What follows belongs to an exercise in optimizing a design on an open flow for small area, a short achievable clock period and few clock cycles per item; a production flow would make more cautious choices. In this exercise RTL edits were held to simulation tests only and were not proved equivalent to the original. Power figures rest on the tool's default switching activity, not on a simulated workload.

== red ==
## sdf_deframer
module sdf_deframer (
    input  wire       clk,
    input  wire       rst,
    input  wire       in_valid,
    input  wire [7:0] in_data,
    output wire       in_ready,
    output wire       out_valid,
    output wire [1:0] out_kind,
    output wire [7:0] out_data,
    output wire       out_last,
    input  wire       out_ready
);
    localparam integer CAP = 260;
    localparam integer QD  = 12;        
    localparam [1:0] KIND_FRAME   = 2'd0;
    localparam [1:0] KIND_LEN_ERR = 2'd1;
    localparam [1:0] KIND_CK_ERR  = 2'd2;
    localparam [2:0] S_SEEK0 = 3'd0;    
    localparam [2:0] S_SEEK1 = 3'd1;    
    localparam [2:0] S_TYPE  = 3'd2;
    localparam [2:0] S_LEN   = 3'd3;
    localparam [2:0] S_BODY  = 3'd4;    
    localparam [2:0] S_CKH   = 3'd5;
    localparam [2:0] S_CKL   = 3'd6;
    function [9:0] pinc;
        input [9:0] p;
        begin
            if (p[8:0] == CAP - 1)
                pinc = {~p[9], 9'd0};
            else
  ...
Size: roughly 5700 cells after synthesis, about 2400 flip-flops, ~25 I/O pins.
Settings: LEC_CHECK=0, CAP_MARGIN=20, CORE_MARGIN=2, CORE_UTILIZATION=65, PLACE_DENSITY=0.75, SETUP_SLACK_MARGIN=5, SLEW_MARGIN=20, TNS_END_PERCENT=100; clock period 10.0 ns.
standard.sh (not shown) runs the stock make flow with config.mk's settings and CLKGATE_MAP_FILE= SYNTH_SCRIPT=/design/flow/synth_recipe.tcl, a recipe that flattens the netlist after the stock synthesis.
==> flow/flow/run.sh <==
#!/bin/bash
set -euo pipefail
MARGIN=$(cat flow/margin.txt)
CTS="-sink_clustering_enable -repair_clock_nets -dont_use_dummy_load $(cat flow/cts_args.txt)"
bash standard.sh SETUP_SLACK_MARGIN="$MARGIN" CTS_ARGS="$CTS" finish > flow_make.log 2>&1
==> flow/flow/cts_args.txt <==
-sink_clustering_size 30 -sink_clustering_max_diameter 60
==> flow/flow/margin.txt <==
7.0
Completing all stages was not enough for red: its layout failed the final checks because of max-capacitance violations, max-slew violations.
Testbench counts of red, summed over its fixed seeds: cycles 33,943, bytes 32,412.
## Diff of input files: blue against red
--- a/flow/design.v
+++ b/flow/design.v
@@ -42,23 +42,27 @@
     endfunction
     function [8:0] pdist;
         input [9:0] a;
         input [9:0] b;
         begin
             if (a[9] == b[9])
                 pdist = a[8:0] - b[8:0];
             else
                 pdist = a[8:0] + 9'd260 - b[8:0];
         end
     endfunction
-    reg  [7:0] mem [0:CAP-1];
+    reg  [7:0] mb0 [0:63];
+    reg  [7:0] mb1 [0:63];
+    reg  [7:0] mb2 [0:63];
+    reg  [7:0] mb3 [0:63];
+    reg  [7:0] mb4 [0:CAP-257];
     reg        in_rdy_q;
     reg        in_v;            
     reg  [7:0] in_d;
     reg  [9:0] wn;              
     reg  [2:0] st;
     reg  [9:0] sp;              
     reg  [9:0] cs;              
     reg        b0_55;           
     reg [15:0] sum;
     reg  [7:0] rem;
     reg        ckh_ok;          
@@ -88,24 +92,28 @@
     reg  [7:0] o_data;
     reg        o_last;
     reg        s_v;
     reg  [1:0] s_kind;
     reg  [7:0] s_data;
     reg        s_last;
     assign in_ready  = in_rdy_q;
     assign out_valid = o_v;
     assign out_kind  = o_kind;
     assign out_data  = o_data;
     assign out_last  = o_last;
-    reg  [8:0] ra_q;            
-    wire [7:0] rbyte = mem[ra_q];
+    reg  [4:0] ra_bk;
+    reg  [5:0] ra_o0, ra_o1, ra_o2, ra_o3;
+    reg  [1:0] ra_o4;
+    wire [7:0] rbyte = ({8{ra_bk[0]}} & mb0[ra_o0]) | ({8{ra_bk[1]}} & mb1[ra_o1]) |
+                       ({8{ra_bk[2]}} & mb2[ra_o2]) | ({8{ra_bk[3]}} & mb3[ra_o3]) |
+                       ({8{ra_bk[4]}} & mb4[ra_o4]);
     wire       q_full = qv[QD-1];
     wire       s_go   = !q_full && (own_q ? r_v : in_v);
     wire [7:0] b      = own_q ? r_d : in_d;
     wire b55  = (b == 8'h55);
     wire bAA  = (b == 8'hAA);
     wire pair = (pv55 && bAA) || (pvAA && b55);       
     wire tf_hit = !tf_ok && pair;
     wire [9:0] sp_prev = pdec(sp);
     wire       nest_ok  = tf_ok || pair;
     wire [9:0] nest_pos = tf_ok ? tf : sp_prev;
     wire [9:0] sp_inc = pinc(sp);
@@ -238,32 +246,32 @@
         bt_frame  = 1'b1;
         bt_last   = 1'b0;
         e_act_nx  = e_act;
         ep_nx     = ep;
         eph_nx    = eph;
         erem_nx   = erem;
         if (e_go) begin
             if (e_act) begin
                 if (!pown_q) begin
                     bt_v  = 1'b1;
                     ep_nx = pinc(ep);
-                    if (eph == 3'd5) begin
+                    if (eph == 3'd4) begin
                         erem_nx = erem - 8'd1;
-                        if (erem == 8'd1) begin
+                        if (erem == 8'd0) begin
                             bt_last  = 1'b1;
                             e_act_nx = 1'b0;
                         end
                     end else begin
                         eph_nx = eph + 3'd1;
-                        if (eph == 3'd4)
-                            erem_nx = s_data;      
+                        if (eph == 3'd3)
+                            erem_nx = rbyte;       
                     end
                 end
             end else if (q_has) begin
                 if (h_frame) begin
                     if (!pown_q) begin
                         pop      = 1'b1;
                         bt_v     = 1'b1;
                         e_act_nx = 1'b1;
                         ep_nx    = pinc(q_pos[0]);
                         eph_nx   = 3'd1;
                     end
@@ -299,23 +307,29 @@
     wire [9:0] fp_nx  = (!own_q || jump) ? sp_nx : fp_pre;
     wire       pown_nx = own_q && !q_full;
     wire       fv_nx   = own_q && !jump;
     wire [9:0] qh_nx = pop ? (qv[1] ? q_pos[1] : cs)
                            : (qv[0] ? q_pos[0] : cs);
     wire [9:0] ra_pos = pown_nx ? fp_pre : (e_act_nx ? ep_nx : qh_nx);
     wire [8:0] ra_nx  = ra_pos[8:0];
     integer i;
     always @(posedge clk) begin
         in_d <= in_data;
         if (in_v)
-            mem[wn[8:0]] <= in_d;
+            case (wn[8:6])
+                3'd0:    mb0[wn[5:0]] <= in_d;
+                3'd1:    mb1[wn[5:0]] <= in_d;
+                3'd2:    mb2[wn[5:0]] <= in_d;
+                3'd3:    mb3[wn[5:0]] <= in_d;
+                default: mb4[wn[1:0]] <= in_d;
+            endcase
         if (f_go)
             r_d <= rbyte;
         o_kind <= a_free ? a_kind : c_kind;
         o_data <= a_free ? a_data : c_data;
         o_last <= a_free ? a_last : c_last;
         if (!(o_v && !out_ready)) begin
             c_kind <= a_kind;
             c_data <= a_data;
             c_last <= a_last;
         end
         if (bt_v) begin
@@ -324,23 +338,28 @@
             s_last <= bt_last;
         end
         ckh_ok <= ckh_ok_nx;
         sum <= sum_nx;
         rem <= rem_nx;
         b0_55 <= b0_55_nx;
         cs <= cs_nx;
         tf <= tf_nx;
         ep <= ep_nx;
         eph <= eph_nx;
         erem <= erem_nx;
-        ra_q <= ra_nx;
+        ra_bk <= 5'd1 << ra_nx[8:6];
+        ra_o0 <= (ra_nx[8:6] == 3'd0) ? ra_nx[5:0] : 6'd0;
+        ra_o1 <= (ra_nx[8:6] == 3'd1) ? ra_nx[5:0] : 6'd0;
+        ra_o2 <= (ra_nx[8:6] == 3'd2) ? ra_nx[5:0] : 6'd0;
+        ra_o3 <= (ra_nx[8:6] == 3'd3) ? ra_nx[5:0] : 6'd0;
+        ra_o4 <= (ra_nx[8:6] == 3'd4) ? ra_nx[1:0] : 2'd0;
         if (s_go && st != S_SEEK0) begin
             pv55 <= b55;
             pvAA <= bAA;
         end
         for (i = 0; i < QD; i = i + 1) begin
             if (push && (pop ? (qv[i] && (i == QD - 1 || !qv[(i+1) % QD]))
                              : (!qv[i] && (i == 0 || qv[(i+QD-1) % QD])))) begin
                 q_typ[i] <= push_typ;
                 q_pos[i] <= push_pos;
             end else if (pop) begin
                 if (i < QD - 1) begin
==> run summary <==
- No stage failed in blue, and the final checks on the layout all came back clean.
- Relative to red, synthesized cell count decreased by 116 in blue.
- Delta (blue minus red): power lost 0.30%, cell count dropped 3.3%.
- Comparing blue and red, the higher count of plain and timing-repair buffers in the layout was measured on red.
- Of blue and red, the higher sequential share of layout area belongs to blue.
- Comparing blue and red, the higher clock period minus final worst setup slack is on blue.
- Relative to red, the maximum frequency of blue is lower by 4.3%.
Testbench counts of blue, summed over its fixed seeds: cycles 33,943, bytes 32,412.

[separate check: timing with driven ports]
The results above use ideal ports. As a check the final layouts listed here were re-extracted and re-timed, cells and wires unchanged.
Step 1 sets driving cells, clkbuf_16 on the clock port and buf_2 on the other inputs (assumed; they add their load-dependent delay and slew).
Step 2 times the ports against the registers' clock, not the clock port: input delays grow and output delays shrink by t, the midpoint of the rising clock arrivals with the driver on.
a / b / c = ideal / step 1 / step 2; a / b = the first two.
run | t (ns) | slack for setup (ns) | clock arrival spread, ns | slew at the worst register clock pin (ns)
red | 0.877 | 6.532 / 6.532 / 6.032 | 0.070 / 0.070 | 0.10 / 0.10
blue | 0.845 | 6.378 / 6.378 / 6.151 | 0.093 / 0.093 | 0.11 / 0.11
For red, which loses most, drivers alone change the setup slack by 0.000 ns; drivers and shift together by -0.500 ns.
